Context: an optimization exercise on an open-source flow, tuned for small area, a short achievable clock period and few clock cycles. The choices shown serve that exercise and are no tape-out recipe. Only simulation tests tie the RTL to the original design; equivalence was not proved. Power is estimated from default activity; no workload was simulated.

==> build 12: inputs <==
==> flow/design.v (excerpt) <==
module rde_sieve (
    input  wire        clk,
    input  wire        rst,
    input  wire        ld_en,
    input  wire [5:0]  ld_idx,
    input  wire [15:0] ld_data,
    input  wire        set_en,
    input  wire [63:0] set_lsb,
    input  wire [2:0]  set_mod6,
    input  wire        go,
    input  wire [1:0]  go_mode,
    input  wire [7:0]  go_count,
    output reg         out_valid,
    output reg  [63:0] out_lsb,
    output reg         done,
    output wire [63:0] lsb
);
clock: 25.0 ns
lec_check: 0
cap_margin: 50
core_margin: 2
core_utilization: 30
cts_cluster_diameter: 80
cts_cluster_size: 24
slew_margin: 50
synth_hierarchical: 1
standard.sh (not shown) runs the stock make flow with config.mk's settings and CLKGATE_MAP_FILE= SYNTH_SCRIPT=/design/flow/synth_recipe.tcl, a recipe that flattens the netlist after the stock synthesis.
==> flow/flow/run.sh <==
#!/bin/bash
# Own layout flow: the standard ORFS flow (standard.sh) with
#  - the standard synthesis script (synth_recipe.tcl), except that ABC maps the
#    lane group modules (rde_sieve_grp*) with flow/area.abc, an area-oriented
#    script; the top module keeps ORFS's script, and the registers are unchanged,
#  - timing repair aiming at a setup slack margin (the achieved period shrinks),
#  - ABC's buffers removed before placement, more antenna repair iterations,
#  - gate sizing not restricted to cells of the same footprint,
#  - ports buffered with buf_2 (every port still gets its buffer).
# The ORFS tools write their full logs under orfs/logs; this script's own
# output goes to run.log.
exec > run.log 2>&1
set -x
HERE=$(pwd)
cat > my_synth.tcl <<EOT
proc abc {args} {
  set i [lsearch -exact \$args -script]
  set ga \$args
  if {\$i >= 0} { lset ga [expr {\$i + 1}] $HERE/flow/area.abc }
  yosys select rde_sieve_grp*
  yosys abc {*}\$ga
  yosys select -clear
  yosys select rde_sieve
  yosys abc {*}\$args
  yosys select -clear
}
source $HERE/synth_recipe.tcl
EOT
sed -e "s|SYNTH_SCRIPT=[^ ]*synth_recipe.tcl|SYNTH_SCRIPT=$HERE/my_synth.tcl|" \
    -e 's|"\${@:-finish}"|MATCH_CELL_FOOTPRINT=0 "\${@:-finish}"|' standard.sh > my_standard.sh
grep -c my_synth.tcl my_standard.sh
export SETUP_SLACK_MARGIN=18.55
export BUFFER_PORTS_ARGS="-buffer_cell sky130_fd_sc_hd__buf_2"
export REMOVE_ABC_BUFFERS=1
export MAX_REPAIR_ANTENNAS_ITER_DRT=20
export MAX_REPAIR_ANTENNAS_ITER_GRT=10
bash my_standard.sh finish
==> flow/flow/area.abc <==
&get -n
&st
&dc2
&syn2
&dch -f
&nf -R 1000 -a
&put
==> build 67: changes against build 12 <==
--- a/flow/flow/run.sh
+++ b/flow/flow/run.sh
@@ -1,8 +1,7 @@
 #!/bin/bash
 # Own layout flow: the standard ORFS flow (standard.sh) with
-#  - the standard synthesis script (synth_recipe.tcl), except that ABC maps the
-#    lane group modules (rde_sieve_grp*) with flow/area.abc, an area-oriented
-#    script; the top module keeps ORFS's script, and the registers are unchanged,
+#  - the standard synthesis script (synth_recipe.tcl), except that ABC maps
+#    with flow/area.abc, an area-oriented script (the registers are unchanged),
 #  - timing repair aiming at a setup slack margin (the achieved period shrinks),
 #  - ABC's buffers removed before placement, more antenna repair iterations,
 #  - gate sizing not restricted to cells of the same footprint,
@@ -21,7 +20,7 @@
   yosys abc {*}\$ga
   yosys select -clear
   yosys select rde_sieve
-  yosys abc {*}\$args
+  yosys abc {*}\$ga
   yosys select -clear
 }
 source $HERE/synth_recipe.tcl
@@ -29,7 +28,7 @@
 sed -e "s|SYNTH_SCRIPT=[^ ]*synth_recipe.tcl|SYNTH_SCRIPT=$HERE/my_synth.tcl|" \
     -e 's|"\${@:-finish}"|MATCH_CELL_FOOTPRINT=0 "\${@:-finish}"|' standard.sh > my_standard.sh
 grep -c my_synth.tcl my_standard.sh
-export SETUP_SLACK_MARGIN=18.55
+export SETUP_SLACK_MARGIN=18.7
 export BUFFER_PORTS_ARGS="-buffer_cell sky130_fd_sc_hd__buf_2"
 export REMOVE_ABC_BUFFERS=1
 export MAX_REPAIR_ANTENNAS_ITER_DRT=20
==> trial 97: changes against build 12 <==
--- a/flow/flow/run.sh
+++ b/flow/flow/run.sh
@@ -5,8 +5,7 @@
 #    script; the top module keeps ORFS's script, and the registers are unchanged,
 #  - timing repair aiming at a setup slack margin (the achieved period shrinks),
 #  - ABC's buffers removed before placement, more antenna repair iterations,
-#  - gate sizing not restricted to cells of the same footprint,
-#  - ports buffered with buf_2 (every port still gets its buffer).
+#  - gate sizing not restricted to cells of the same footprint.
 # The ORFS tools write their full logs under orfs/logs; this script's own
 # output goes to run.log.
 exec > run.log 2>&1
@@ -29,8 +28,7 @@
 sed -e "s|SYNTH_SCRIPT=[^ ]*synth_recipe.tcl|SYNTH_SCRIPT=$HERE/my_synth.tcl|" \
     -e 's|"\${@:-finish}"|MATCH_CELL_FOOTPRINT=0 "\${@:-finish}"|' standard.sh > my_standard.sh
 grep -c my_synth.tcl my_standard.sh
-export SETUP_SLACK_MARGIN=18.55
-export BUFFER_PORTS_ARGS="-buffer_cell sky130_fd_sc_hd__buf_2"
+export SETUP_SLACK_MARGIN=18.5
 export REMOVE_ABC_BUFFERS=1
 export MAX_REPAIR_ANTENNAS_ITER_DRT=20
 export MAX_REPAIR_ANTENNAS_ITER_GRT=10
--- a/flow/config.mk
+++ b/flow/config.mk
@@ -7,7 +7,7 @@
 export LEC_CHECK = 0
 export CAP_MARGIN = 50
 export CORE_MARGIN = 2
-export CORE_UTILIZATION = 30
+export CORE_UTILIZATION = 35
 export CTS_CLUSTER_DIAMETER = 80
 export CTS_CLUSTER_SIZE = 24
 export SLEW_MARGIN = 50
==> build 75: changes against build 12 <==
==> flow/flow/run.sh (replaced) <==
#!/bin/bash
# Own layout flow: the standard ORFS flow (standard.sh) with
#  - the standard synthesis script (synth_recipe.tcl), except that ABC maps the
#    lane group modules (rde_sieve_grp*) with flow/area.abc, an area-oriented
#    script, and the top module with flow/top.abc, one round of ORFS's speed
#    script; the registers are unchanged,
#  - timing repair aiming at a setup slack margin (the achieved period shrinks),
#  - ABC's buffers removed before placement, more antenna repair iterations,
#  - gate sizing not restricted to cells of the same footprint,
#  - ports buffered with buf_2 (every port still gets its buffer).
# The ORFS tools write their full logs under orfs/logs; this script's own
# output goes to run.log.
exec > run.log 2>&1
set -x
HERE=$(pwd)
cat > my_synth.tcl <<EOT
proc abc {args} {
  set i [lsearch -exact \$args -script]
  set ga \$args
  set ta \$args
  if {\$i >= 0} {
    lset ga [expr {\$i + 1}] $HERE/flow/area.abc
    lset ta [expr {\$i + 1}] $HERE/flow/top.abc
  }
  yosys select rde_sieve_grp*
  yosys abc {*}\$ga
  yosys select -clear
  yosys select rde_sieve
  yosys abc {*}\$ta
  yosys select -clear
}
source $HERE/synth_recipe.tcl
EOT
sed -e "s|SYNTH_SCRIPT=[^ ]*synth_recipe.tcl|SYNTH_SCRIPT=$HERE/my_synth.tcl|" \
    -e 's|"\${@:-finish}"|MATCH_CELL_FOOTPRINT=0 "\${@:-finish}"|' standard.sh > my_standard.sh
grep -c my_synth.tcl my_standard.sh
export SETUP_SLACK_MARGIN=18.6
export BUFFER_PORTS_ARGS="-buffer_cell sky130_fd_sc_hd__buf_2"
export REMOVE_ABC_BUFFERS=1
export MAX_REPAIR_ANTENNAS_ITER_DRT=20
export MAX_REPAIR_ANTENNAS_ITER_GRT=10
bash my_standard.sh finish
==> flow/flow/top.abc (new file) <==
&get -n
&st
&dch
&nf
&st
&syn2
&if -g -K 6
&synch2
&nf
&put
buffer -c
topo
stime -c
upsize -c
dnsize -c
--- a/flow/config.mk
+++ b/flow/config.mk
@@ -5,10 +5,10 @@
 export SDC_FILE = /design/flow/constraint.sdc
 export NUM_CORES = 8
 export LEC_CHECK = 0
-export CAP_MARGIN = 50
+export CAP_MARGIN = 20
 export CORE_MARGIN = 2
 export CORE_UTILIZATION = 30
 export CTS_CLUSTER_DIAMETER = 80
 export CTS_CLUSTER_SIZE = 24
-export SLEW_MARGIN = 50
+export SLEW_MARGIN = 20
 export SYNTH_HIERARCHICAL = 1
==> impl_metrics.csv <==
group,metric,value,unit
global_routing,gr-usage-met2,59.9,%
run_status,outcome,"timing/DRC/antenna clean",
timing,min_period,7.36,ns
setup_path,path_depth,43,
final_layout,utilization,37.3,%
drt,wirelength_met1,225000,um
setup_path,end_kind,"flip-flop",
final_layout,layout_common_cells,"nand2_1, nor2_1, nand3_1, o21ai_0, edfxtp_1",
final_layout,nNonClkBuffers,800,
die,die-height,497,um
setup_path,criticalPathCategory,"reg -> reg",
-- figures above: build 67

==> impl_metrics.csv <==
group,metric,value,unit
final_layout,utilization,34.6,%
setup_path,end_kind,"primary output",
setup_path,path_depth,1,
global_routing,gr-usage-met2,57.4,%
final_layout,nNonClkBuffers,526,
run_status,outcome,"timing/DRC/antenna clean",
timing,min_period,6.42,ns
-- figures above: build 12

==> impl_metrics.csv <==
group,metric,value,unit
run_status,outcome,"timing/DRC/antenna clean",
setup_path,end_kind,"primary output",
setup_path,path_depth,1,
global_routing,gr-usage-met2,67.4,%
setup_path,criticalPathCategory,"reg -> out",
final_layout,nNonClkBuffers,509,
final_layout,utilization,40.6,%
clock_network,ctsHtreeMaxLevel,3,
drt,drt_iter0_drc,17100,
die,die-height,470,um
-- figures above: trial 97

==> impl_metrics.csv <==
group,metric,value,unit
run_status,outcome,"timing/DRC/antenna clean",
timing,min_period,6.51,ns
final_layout,utilization,34.2,%
setup_path,path_depth,33,
setup_path,end_kind,"flip-flop",
global_routing,gr-usage-met2,50.6,%
synth,ys_warn_count,7,
die,die-height,505,um
drt,wirelength_met1,195000,um
final_layout,layout_common_cells,"nand2_1, nor2_1, o21ai_0, nand3_1, edfxtp_1",
final_layout,nNonClkBuffers,500,
-- figures above: build 75

Testbench counts of build 12, summed over its fixed seeds: cycles 2,213.
Testbench counts of build 67, summed over its fixed seeds: cycles 2,213.
Testbench counts of trial 97, summed over its fixed seeds: cycles 2,213.
Testbench counts of build 75, summed over its fixed seeds: cycles 2,213.

==> inputs of raven <==
rde_sieve, a different RTL version from the one above (not shown whole).
==> flow/config.mk <==
export PLATFORM = sky130hd
export DESIGN_NAME = rde_sieve
export DESIGN_NICKNAME = rde_sieve
export VERILOG_FILES = /design/flow/design.v
export SDC_FILE = /design/flow/constraint.sdc
export NUM_CORES = 8
export LEC_CHECK = 0
export CAP_MARGIN = 35
export CORE_MARGIN = 2
export CORE_UTILIZATION = 30
export SLEW_MARGIN = 35
export SYNTH_HIERARCHICAL = 1
==> flow/constraint.sdc <==
create_clock -name core_clock -period 25.0 [get_ports {clk}]
set_input_delay 5.0000 -clock core_clock [delete_from_list [all_inputs] [get_ports {clk}]]
set_output_delay 5.0000 -clock core_clock [all_outputs]
set_load 0.01 [all_outputs]
==> flow/flow/run.sh <==
#!/bin/bash
# Own layout flow: the standard ORFS flow (standard.sh, standard synthesis
# unchanged), with timing repair aiming at a setup slack margin so that the
# achieved period shrinks, ABC's buffers removed before placement (the
# resizer buffers the design itself), and more antenna repair iterations.
# The ORFS tools write their full logs under orfs/logs; this script's own
# output goes to run.log.
exec > run.log 2>&1
set -x
export SETUP_SLACK_MARGIN=19
export REMOVE_ABC_BUFFERS=1
export MAX_REPAIR_ANTENNAS_ITER_DRT=20
export MAX_REPAIR_ANTENNAS_ITER_GRT=10
bash standard.sh finish
==> yarrow (differences from raven) <==
==> flow/config.mk (replaced) <==
export PLATFORM = sky130hd
export DESIGN_NAME = rde_sieve
export DESIGN_NICKNAME = rde_sieve
export VERILOG_FILES = /design/flow/design.v
export SDC_FILE = /design/flow/constraint.sdc
export NUM_CORES = 8
export LEC_CHECK = 0
export CAP_MARGIN = 50
export CORE_MARGIN = 2
export CORE_UTILIZATION = 35
export SLEW_MARGIN = 50
export SYNTH_HIERARCHICAL = 1
==> notes <==
Between raven and yarrow, the lower total power is in raven (gap 4.8%, measured against yarrow). Sequential power is about the same in yarrow and raven. Global-route usage: raven is lower than yarrow (7.1 points). Between yarrow and raven, the lower clock skew is in yarrow (gap 66 ps). Area after synthesis is the same in raven and yarrow. Against yarrow, the critical path depth of raven is lower by 24. Against raven, the hold slack of yarrow is worse by 14 ps.
==> figures <==
metric                                                                         raven            yarrow
Worst flop-to-flop path endpoint                                    z_add[2]$_DFF_P_  z_add[1]$_DFF_P_
Critical-path maximum fanout                                                       2                 6
Multi-input gate area                                                      56570 um2         57430 um2
Dominant cell type by count on the critical path                               buf_6            buf_16
Overall die height                                                          523.2 um          484.6 um
Peak supply drop                                                         0.0004895 V       0.0007402 V
Fraction of power spent switching nets                                        56.23%            57.25%
Post_cts resized                                                                1015              1012
Status                                                      timing/DRC/antenna clean  timing/DRC/antenna clean
Bufs w/o clock                                                                   744               768
Final weighted congestion in routability-driven placement                      1.117             1.132
Number of buffer and inverter instances along the worst setup path                 2                 5
Number of multi-input logic gates                                               8631              8633
Antenna cell count                                                                19                11
Via count normalized by instance count                                         6.565             6.919
Horizontal die dimension                                                    523.2 um          484.6 um
Testbench counts of raven, summed over its fixed seeds: cycles 2,213.
Testbench counts of yarrow, summed over its fixed seeds: cycles 2,213.

==> inputs of 08-02 <==
Starting RTL as in the previous note.
Settings: LEC_CHECK=0, CAP_MARGIN=50, CORE_MARGIN=2, CORE_UTILIZATION=30, SLEW_MARGIN=50, SYNTH_HIERARCHICAL=1; clock period 25.0 ns.
==> flow/flow/run.sh <==
#!/bin/bash
# Own layout flow: the standard ORFS flow (standard.sh, standard synthesis
# unchanged), with timing repair aiming at a setup slack margin so that the
# achieved period shrinks, ABC's buffers removed before placement (the
# resizer buffers the design itself), and more antenna repair iterations.
# The ORFS tools write their full logs under orfs/logs; this script's own
# output goes to run.log.
exec > run.log 2>&1
set -x
export SETUP_SLACK_MARGIN=18.5
export REMOVE_ABC_BUFFERS=1
export MAX_REPAIR_ANTENNAS_ITER_DRT=20
export MAX_REPAIR_ANTENNAS_ITER_GRT=10
bash standard.sh finish
==> inputs of 09-06, as changes to 08-02 <==
--- a/flow/design.v
+++ b/flow/design.v
@@ -741,16 +741,21 @@
   assign wr_en[56] = z_v & (z_idx == 6'd56);
   assign wr_en[57] = z_v & (z_idx == 6'd57);
   assign wr_en[58] = z_v & (z_idx == 6'd58);
   assign wr_en[59] = z_v & (z_idx == 6'd59);
   assign wr_en[60] = z_v & (z_idx == 6'd60);
   assign wr_en[61] = z_v & (z_idx == 6'd61);
   assign wr_en[62] = z_v & (z_idx == 6'd62);
   assign wr_en[63] = z_v & (z_idx == 6'd63);
+  function [5:0] ip_init(input [1:0] md, input [3:0] kk, input [2:0] ee);
+    if (ee == 3'd0) ip_init = {1'b0, kk, 1'b0};
+    else if (md == 2'd0 && ee <= 3'd2) ip_init = {1'b0, kk, 1'b1};
+    else ip_init = {1'b0, kk, 1'b0} + 6'd2;
+  endfunction
   wire m_plain = (mode == 2'd0);
   wire m_safe  = (mode == 2'd2);
   wire [15:0] k2 = m_safe ? kS : kB;
   reg  [31:0] m;
   integer jj;
   always @* begin
     for (jj = 0; jj < 16; jj = jj + 1) begin
       m[2*jj]   = ~kA[jj] & (m_plain | ~k2[jj]) & (2*jj >= ip);
@@ -766,16 +771,31 @@
       below[ii] = below[ii-1] | m[ii-1];
     more = 1'b0;
     for (ii = 0; ii < 32; ii = ii + 1) begin
       f1[ii] = m[ii] & ~below[ii];
       if (m[ii] & below[ii]) more = 1'b1;
     end
   end
   wire any  = |m;
+  wire idle = (state == S_IDLE);
+  wire [5:0] ip_p = ip_init(2'd0, k, e);
+  wire [5:0] ip_t = ip_init(2'd1, k, e);
+  reg g0, g1, g2;
+  integer gg;
+  always @* begin
+    g0 = 1'b0; g1 = 1'b0; g2 = 1'b0;
+    for (gg = 0; gg < 16; gg = gg + 1) begin
+      g0 = g0 | (~kA[gg] & (2*gg >= ip_p)) | (~kB[gg] & (2*gg+1 >= ip_p));
+      g1 = g1 | (~kA[gg] & ~kB[gg] & (2*gg >= ip_t));
+      g2 = g2 | (~kA[gg] & ~kS[gg] & (2*gg >= ip_t));
+    end
+  end
+  wire gany  = (go_mode == 2'd1) ? g1 : (go_mode == 2'd2) ? g2 : g0;
+  wire gskip = idle & go & kv_ok & (go_mode != 2'd3) & (go_count != 8'd0) & ~gany;
   wire last = (left == 8'd1);
   wire [5:0] ipn_p;
   assign ipn_p[0] = f1[0] | f1[2] | f1[4] | f1[6] | f1[8] | f1[10] | f1[12] | f1[14] | f1[16] | f1[18] | f1[20] | f1[22] | f1[24] | f1[26] | f1[28] | f1[30];
   assign ipn_p[1] = f1[1] | f1[2] | f1[5] | f1[6] | f1[9] | f1[10] | f1[13] | f1[14] | f1[17] | f1[18] | f1[21] | f1[22] | f1[25] | f1[26] | f1[29] | f1[30];
   assign ipn_p[2] = f1[3] | f1[4] | f1[5] | f1[6] | f1[11] | f1[12] | f1[13] | f1[14] | f1[19] | f1[20] | f1[21] | f1[22] | f1[27] | f1[28] | f1[29] | f1[30];
   assign ipn_p[3] = f1[7] | f1[8] | f1[9] | f1[10] | f1[11] | f1[12] | f1[13] | f1[14] | f1[23] | f1[24] | f1[25] | f1[26] | f1[27] | f1[28] | f1[29] | f1[30];
   assign ipn_p[4] = f1[15] | f1[16] | f1[17] | f1[18] | f1[19] | f1[20] | f1[21] | f1[22] | f1[23] | f1[24] | f1[25] | f1[26] | f1[27] | f1[28] | f1[29] | f1[30];
   assign ipn_p[5] = f1[31];
@@ -813,44 +833,39 @@
   assign off_nt[5] = f1[9] | f1[10] | f1[11] | f1[12] | f1[13] | f1[14] | f1[15] | f1[16] | f1[17] | f1[18] | f1[19] | f1[30] | f1[31];
   assign off_nt[6] = f1[20] | f1[21] | f1[22] | f1[23] | f1[24] | f1[25] | f1[26] | f1[27] | f1[28] | f1[29] | f1[30] | f1[31];
   assign off_nt[7] = 1'b0;
   wire wend_p = f1[31];
   wire wend_t = f1[30] | f1[31];
   wire [5:0] ip_next = m_plain ? ipn_p : ipn_t;
   wire [7:0]  off_n  = m_plain ? off_np : off_nt;
   wire wrap_end = m_plain ? wend_p : wend_t;
+  wire        refused = (mode == 2'd3) || (left == 8'd0);
+  wire        run_ok = (state == S_RUN) & ~refused;
   wire fill = (state == S_FILL);
-  assign step = fill | (run_ok & (~any | (last ? wrap_end : ~more)));
+  assign step = fill | gskip | (run_ok & (~any | (last ? wrap_end : ~more)));
   reg  [7:0]  o_pend;
   wire [55:0] hi_inc = lsb_r[63:8] + 56'd1;
-  wire [9:0]  lo_base = {2'b0, lsb_r[7:0]} - {2'b0, o_pend};
+  wire [7:0]  o = {k, 2'b0} + {k, 1'b0} + {5'd0, e};
+  wire [9:0]  lo_base = {2'b0, lsb_r[7:0]} - {2'b0, idle ? o : o_pend};
   wire [9:0]  lo_out = lo_base + {2'b0, off_f};
-  wire [9:0]  lo_adv = lo_base + ((any & last) ? {2'b0, off_n} : 10'd96);
+  wire [9:0]  lo_adv = lo_base + ((run_ok & any & last) ? {2'b0, off_n} : 10'd96);
   wire [63:0] lsb_out = {lo_out[8] ? hi_inc : lsb_r[63:8], lo_out[7:0]};
   wire [63:0] lsb_adv = {lo_adv[8] ? hi_inc : lsb_r[63:8], lo_adv[7:0]};
-  wire [7:0]  o = {k, 2'b0} + {k, 1'b0} + {5'd0, e};
-  wire        refused = (mode == 2'd3) || (left == 8'd0);
-  wire        run_ok = (state == S_RUN) & ~refused;
   wire        set_l = (state == S_IDLE) & set_en;
-  wire        adv_l = run_ok & (~any | last | ~more);
+  wire        adv_l = gskip | (run_ok & (~any | last | ~more));
   always @(posedge clk)
     lsb_r <= ({64{set_l}} & set_lsb) | ({64{adv_l}} & lsb_adv) | ({64{~(set_l | adv_l)}} & lsb_r);
   wire [2:0] e_set = (set_mod6 == 3'd5) ? 3'd0 : set_mod6 + 3'd1;
   wire       need_lo = (ptr != 7'd0) && ((eL != e) || aL);
   wire       need_hi = (ptr != 7'd64) && ((eH != e) || aH);
   wire       need_ren = need_lo | need_hi;
   reg  [6:0] rn_hi;
   wire       ld_adv = c_v && (c_idx == ptr[5:0]) && !ptr[6];
   wire [6:0] ptr1 = ptr + {6'd0, ld_adv};
-  function [5:0] ip_init(input [1:0] md, input [3:0] kk, input [2:0] ee);
-    if (ee == 3'd0) ip_init = {1'b0, kk, 1'b0};
-    else if (md == 2'd0 && ee <= 3'd2) ip_init = {1'b0, kk, 1'b1};
-    else ip_init = {1'b0, kk, 1'b0} + 6'd2;
-  endfunction
   always @(posedge clk) begin
     out_lsb <= lsb_out;
     if (rst) begin
       state     <= S_IDLE;
       out_valid <= 1'b0;
       done      <= 1'b0;
       kv_ok     <= 1'b0;
       ptr       <= 7'd0;
@@ -880,18 +895,18 @@
               aH  <= aL;
               eL  <= e_set;
               aL  <= 1'b0;
             end
           end
           if (go) begin
             mode   <= go_mode;
             left   <= go_count;
-            ip     <= ip_init(go_mode, k, e);
-            o_pend <= o;
+            ip     <= gskip ? 6'd0 : ip_init(go_mode, k, e);
+            o_pend <= gskip ? 8'd0 : o;
             state  <= kv_ok ? S_RUN : S_PREP;
           end
         end
         S_PREP: begin
           if (refused) begin
             done  <= 1'b1;
             state <= S_IDLE;
           end else if (!c_v) begin
==> inputs of 08-08, as changes to 08-02 <==
==> flow/flow/run.sh (replaced) <==
#!/bin/bash
# Own layout flow: the standard ORFS flow (standard.sh, standard synthesis
# unchanged), with timing repair aiming at a setup slack margin so that the
# achieved period shrinks, ABC's buffers removed before placement (the
# resizer buffers the design itself), and more antenna repair iterations.
# The ORFS tools write their full logs under orfs/logs; this script's own
# output goes to run.log.
exec > run.log 2>&1
set -x
export SETUP_SLACK_MARGIN=19
export REMOVE_ABC_BUFFERS=1
export MAX_REPAIR_ANTENNAS_ITER_DRT=20
export MAX_REPAIR_ANTENNAS_ITER_GRT=10
bash standard.sh finish
==> inputs of 04-27, as changes to 08-02 <==
--- a/flow/design.v
+++ b/flow/design.v
@@ -741,16 +741,21 @@
   assign wr_en[56] = z_v & (z_idx == 6'd56);
   assign wr_en[57] = z_v & (z_idx == 6'd57);
   assign wr_en[58] = z_v & (z_idx == 6'd58);
   assign wr_en[59] = z_v & (z_idx == 6'd59);
   assign wr_en[60] = z_v & (z_idx == 6'd60);
   assign wr_en[61] = z_v & (z_idx == 6'd61);
   assign wr_en[62] = z_v & (z_idx == 6'd62);
   assign wr_en[63] = z_v & (z_idx == 6'd63);
+  function [5:0] ip_init(input [1:0] md, input [3:0] kk, input [2:0] ee);
+    if (ee == 3'd0) ip_init = {1'b0, kk, 1'b0};
+    else if (md == 2'd0 && ee <= 3'd2) ip_init = {1'b0, kk, 1'b1};
+    else ip_init = {1'b0, kk, 1'b0} + 6'd2;
+  endfunction
   wire m_plain = (mode == 2'd0);
   wire m_safe  = (mode == 2'd2);
   wire [15:0] k2 = m_safe ? kS : kB;
   reg  [31:0] m;
   integer jj;
   always @* begin
     for (jj = 0; jj < 16; jj = jj + 1) begin
       m[2*jj]   = ~kA[jj] & (m_plain | ~k2[jj]) & (2*jj >= ip);
@@ -766,16 +771,31 @@
       below[ii] = below[ii-1] | m[ii-1];
     more = 1'b0;
     for (ii = 0; ii < 32; ii = ii + 1) begin
       f1[ii] = m[ii] & ~below[ii];
       if (m[ii] & below[ii]) more = 1'b1;
     end
   end
   wire any  = |m;
+  wire idle = (state == S_IDLE);
+  wire [5:0] ip_p = ip_init(2'd0, k, e);
+  wire [5:0] ip_t = ip_init(2'd1, k, e);
+  reg g0, g1, g2;
+  integer gg;
+  always @* begin
+    g0 = 1'b0; g1 = 1'b0; g2 = 1'b0;
+    for (gg = 0; gg < 16; gg = gg + 1) begin
+      g0 = g0 | (~kA[gg] & (2*gg >= ip_p)) | (~kB[gg] & (2*gg+1 >= ip_p));
+      g1 = g1 | (~kA[gg] & ~kB[gg] & (2*gg >= ip_t));
+      g2 = g2 | (~kA[gg] & ~kS[gg] & (2*gg >= ip_t));
+    end
+  end
+  wire gany  = (go_mode == 2'd1) ? g1 : (go_mode == 2'd2) ? g2 : g0;
+  wire gskip = idle & go & kv_ok & (go_mode != 2'd3) & (go_count != 8'd0) & ~gany;
   wire last = (left == 8'd1);
   wire [5:0] ipn_p;
   assign ipn_p[0] = f1[0] | f1[2] | f1[4] | f1[6] | f1[8] | f1[10] | f1[12] | f1[14] | f1[16] | f1[18] | f1[20] | f1[22] | f1[24] | f1[26] | f1[28] | f1[30];
   assign ipn_p[1] = f1[1] | f1[2] | f1[5] | f1[6] | f1[9] | f1[10] | f1[13] | f1[14] | f1[17] | f1[18] | f1[21] | f1[22] | f1[25] | f1[26] | f1[29] | f1[30];
   assign ipn_p[2] = f1[3] | f1[4] | f1[5] | f1[6] | f1[11] | f1[12] | f1[13] | f1[14] | f1[19] | f1[20] | f1[21] | f1[22] | f1[27] | f1[28] | f1[29] | f1[30];
   assign ipn_p[3] = f1[7] | f1[8] | f1[9] | f1[10] | f1[11] | f1[12] | f1[13] | f1[14] | f1[23] | f1[24] | f1[25] | f1[26] | f1[27] | f1[28] | f1[29] | f1[30];
   assign ipn_p[4] = f1[15] | f1[16] | f1[17] | f1[18] | f1[19] | f1[20] | f1[21] | f1[22] | f1[23] | f1[24] | f1[25] | f1[26] | f1[27] | f1[28] | f1[29] | f1[30];
   assign ipn_p[5] = f1[31];
@@ -813,44 +833,39 @@
   assign off_nt[5] = f1[9] | f1[10] | f1[11] | f1[12] | f1[13] | f1[14] | f1[15] | f1[16] | f1[17] | f1[18] | f1[19] | f1[30] | f1[31];
   assign off_nt[6] = f1[20] | f1[21] | f1[22] | f1[23] | f1[24] | f1[25] | f1[26] | f1[27] | f1[28] | f1[29] | f1[30] | f1[31];
   assign off_nt[7] = 1'b0;
   wire wend_p = f1[31];
   wire wend_t = f1[30] | f1[31];
   wire [5:0] ip_next = m_plain ? ipn_p : ipn_t;
   wire [7:0]  off_n  = m_plain ? off_np : off_nt;
   wire wrap_end = m_plain ? wend_p : wend_t;
+  wire        refused = (mode == 2'd3) || (left == 8'd0);
+  wire        run_ok = (state == S_RUN) & ~refused;
   wire fill = (state == S_FILL);
-  assign step = fill | (run_ok & (~any | (last ? wrap_end : ~more)));
+  assign step = fill | gskip | (run_ok & (~any | (last ? wrap_end : ~more)));
   reg  [7:0]  o_pend;
   wire [55:0] hi_inc = lsb_r[63:8] + 56'd1;
-  wire [9:0]  lo_base = {2'b0, lsb_r[7:0]} - {2'b0, o_pend};
+  wire [7:0]  o = {k, 2'b0} + {k, 1'b0} + {5'd0, e};
+  wire [9:0]  lo_base = {2'b0, lsb_r[7:0]} - {2'b0, idle ? o : o_pend};
   wire [9:0]  lo_out = lo_base + {2'b0, off_f};
-  wire [9:0]  lo_adv = lo_base + ((any & last) ? {2'b0, off_n} : 10'd96);
+  wire [9:0]  lo_adv = lo_base + ((run_ok & any & last) ? {2'b0, off_n} : 10'd96);
   wire [63:0] lsb_out = {lo_out[8] ? hi_inc : lsb_r[63:8], lo_out[7:0]};
   wire [63:0] lsb_adv = {lo_adv[8] ? hi_inc : lsb_r[63:8], lo_adv[7:0]};
-  wire [7:0]  o = {k, 2'b0} + {k, 1'b0} + {5'd0, e};
-  wire        refused = (mode == 2'd3) || (left == 8'd0);
-  wire        run_ok = (state == S_RUN) & ~refused;
   wire        set_l = (state == S_IDLE) & set_en;
-  wire        adv_l = run_ok & (~any | last | ~more);
+  wire        adv_l = gskip | (run_ok & (~any | last | ~more));
   always @(posedge clk)
     lsb_r <= ({64{set_l}} & set_lsb) | ({64{adv_l}} & lsb_adv) | ({64{~(set_l | adv_l)}} & lsb_r);
   wire [2:0] e_set = (set_mod6 == 3'd5) ? 3'd0 : set_mod6 + 3'd1;
   wire       need_lo = (ptr != 7'd0) && ((eL != e) || aL);
   wire       need_hi = (ptr != 7'd64) && ((eH != e) || aH);
   wire       need_ren = need_lo | need_hi;
   reg  [6:0] rn_hi;
   wire       ld_adv = c_v && (c_idx == ptr[5:0]) && !ptr[6];
   wire [6:0] ptr1 = ptr + {6'd0, ld_adv};
-  function [5:0] ip_init(input [1:0] md, input [3:0] kk, input [2:0] ee);
-    if (ee == 3'd0) ip_init = {1'b0, kk, 1'b0};
-    else if (md == 2'd0 && ee <= 3'd2) ip_init = {1'b0, kk, 1'b1};
-    else ip_init = {1'b0, kk, 1'b0} + 6'd2;
-  endfunction
   always @(posedge clk) begin
     out_lsb <= lsb_out;
     if (rst) begin
       state     <= S_IDLE;
       out_valid <= 1'b0;
       done      <= 1'b0;
       kv_ok     <= 1'b0;
       ptr       <= 7'd0;
@@ -880,18 +895,18 @@
               aH  <= aL;
               eL  <= e_set;
               aL  <= 1'b0;
             end
           end
           if (go) begin
             mode   <= go_mode;
             left   <= go_count;
-            ip     <= ip_init(go_mode, k, e);
-            o_pend <= o;
+            ip     <= gskip ? 6'd0 : ip_init(go_mode, k, e);
+            o_pend <= gskip ? 8'd0 : o;
             state  <= kv_ok ? S_RUN : S_PREP;
           end
         end
         S_PREP: begin
           if (refused) begin
             done  <= 1'b1;
             state <= S_IDLE;
           end else if (!c_v) begin
Settings changed: CORE_UTILIZATION 30 to 35.
==> flow_summary.yaml <==
status:
  outcome: "finished clean"
placed_design:
  hpwl_mm: 385
cts:
  insertion_delay_ns: 0.90
finish:
  layout.comb_gates.multi_input: 8630
  clk_share: 0.0352
  n_all_buffers: 792
die:
  taps: 3552
min_path:
  hold_path_depth: 2
  worstHoldStart: "lsb_r[0]"
detailed_routing:
  viasPerCell: 6.56
critical_path:
  critPathCapture: "lsb[29]"
sta:
  holdWs_ns: 0.539
Source of the figures above: 08-08

==> flow_summary.yaml <==
detailed_routing:
  viasPerCell: 6.52
min_path:
  worstHoldStart: "lsb_r[2]"
  hold_path_depth: 2
sta:
  holdWs_ns: 0.467
  grt_setup_unrepaired: "yes"
die:
  taps: 3552
finish:
  layout.comb_gates.multi_input: 8630
  seq_share: 0.225
  clk_share: 0.0361
  n_all_buffers: 653
status:
  outcome: "finished clean"
critical_path:
  critPathCapture: "lsb[24]"
Source of the figures above: 08-02

==> flow_summary.yaml <==
finish:
  seq_share: 0.214
  clk_share: 0.0350
detailed_routing:
  viasPerCell: 6.63
critical_path:
  critPathCapture: "t25[2]"
die:
  taps: 3570
placed_design:
  hpwl_mm: 389
status:
  outcome: "finished clean"
cts:
  insertion_delay_ns: 0.79
sta:
  holdWs_ns: 0.479
Source of the figures above: 09-06

==> flow_summary.yaml <==
power_and_ir_drop:
  comb_cell_power_w: 0.00988
  ir_drop_v: 0.000975
  swShare: 0.599
  power_frac_comb: 0.734
detailed_routing:
  viasPerCell: 6.98
  postRouteAntennaNets: 0
grt:
  grtUsageMet2: 0.630
critical_path:
  critPathCapture: "lsb_r[20]"
min_path:
  hold_path_depth: 2
  worstHoldStart: "lsb_r[7]"
sta:
  holdWs_ns: 0.477
  fin_tns_setup_ns: 0
status:
  outcome: "finished clean"
finish:
  clk_share: 0.0350
  layout.comb_gates.multi_input: 8742
  nFillCells: 23100
cts:
  insertion_delay_ns: 0.81
placed_design:
  hpwl_mm: 404
Source of the figures above: 04-27

Testbench counts of 08-02, summed over its fixed seeds: cycles 2,213.
Testbench counts of 09-06, summed over its fixed seeds: cycles 2,160.
Testbench counts of 08-08, summed over its fixed seeds: cycles 2,213.
Testbench counts of 04-27, summed over its fixed seeds: cycles 2,160.

## what the ideal ports hide
The flow's constraints put no driver on any port. The routed layouts listed below were extracted and timed again, unchanged, in two steps. Step 1 sets driving cells, clkbuf_16 on the clock port and buf_2 on the other inputs (assumed; they add their load-dependent delay and slew). Step 2 times the ports against the registers' clock, not the clock port: input delays grow and output delays shrink by t, the midpoint of the rising clock arrivals with the driver on. a / b / c = no drivers / after step 1 / after step 2; a / b = the first two.
| run | shift t [ns] | setup WS [ns] | clock arrival spread, ns | worst slew at a driven data input, ns | cell pins on the clock port's net |
|---|---|---|---|---|---|
| build 12 | 0.850 | 18.582 / 18.476 / 17.997 | 0.103 / 0.103 | 0.10 | 1 |
| build 67 | 0.881 | 17.644 / 17.644 / 17.644 | 0.063 / 0.063 | 0.16 | 1 |
| trial 97 | 0.861 | 18.537 / 18.449 / 17.890 | 0.070 / 0.070 | 0.13 | 1 |
| build 75 | 0.857 | 18.494 / 18.494 / 17.948 | 0.078 / 0.078 | 0.10 | 1 |
| raven | 0.945 | 18.535 / 18.441 / 18.082 | 0.117 / 0.118 | 0.18 | 1 |
| yarrow | 0.853 | 18.492 / 18.492 / 18.243 | 0.043 / 0.044 | 0.09 | 1 |
| 08-02 | 0.937 | 18.540 / 18.444 / 17.684 | 0.100 / 0.100 | 0.17 | 1 |
| 09-06 | 0.879 | 18.193 / 18.187 / 17.309 | 0.048 / 0.049 | 0.16 | 1 |
| 08-08 | 0.941 | 18.539 / 18.442 / 18.128 | 0.106 / 0.106 | 0.16 | 1 |
| 04-27 | 0.901 | 18.189 / 18.240 / 17.338 | 0.049 / 0.049 | 0.10 | 1 |
After both steps every run listed still meets setup and hold. For 09-06, which loses most, drivers alone change the setup slack by -0.006 ns; drivers and shift together by -0.884 ns.
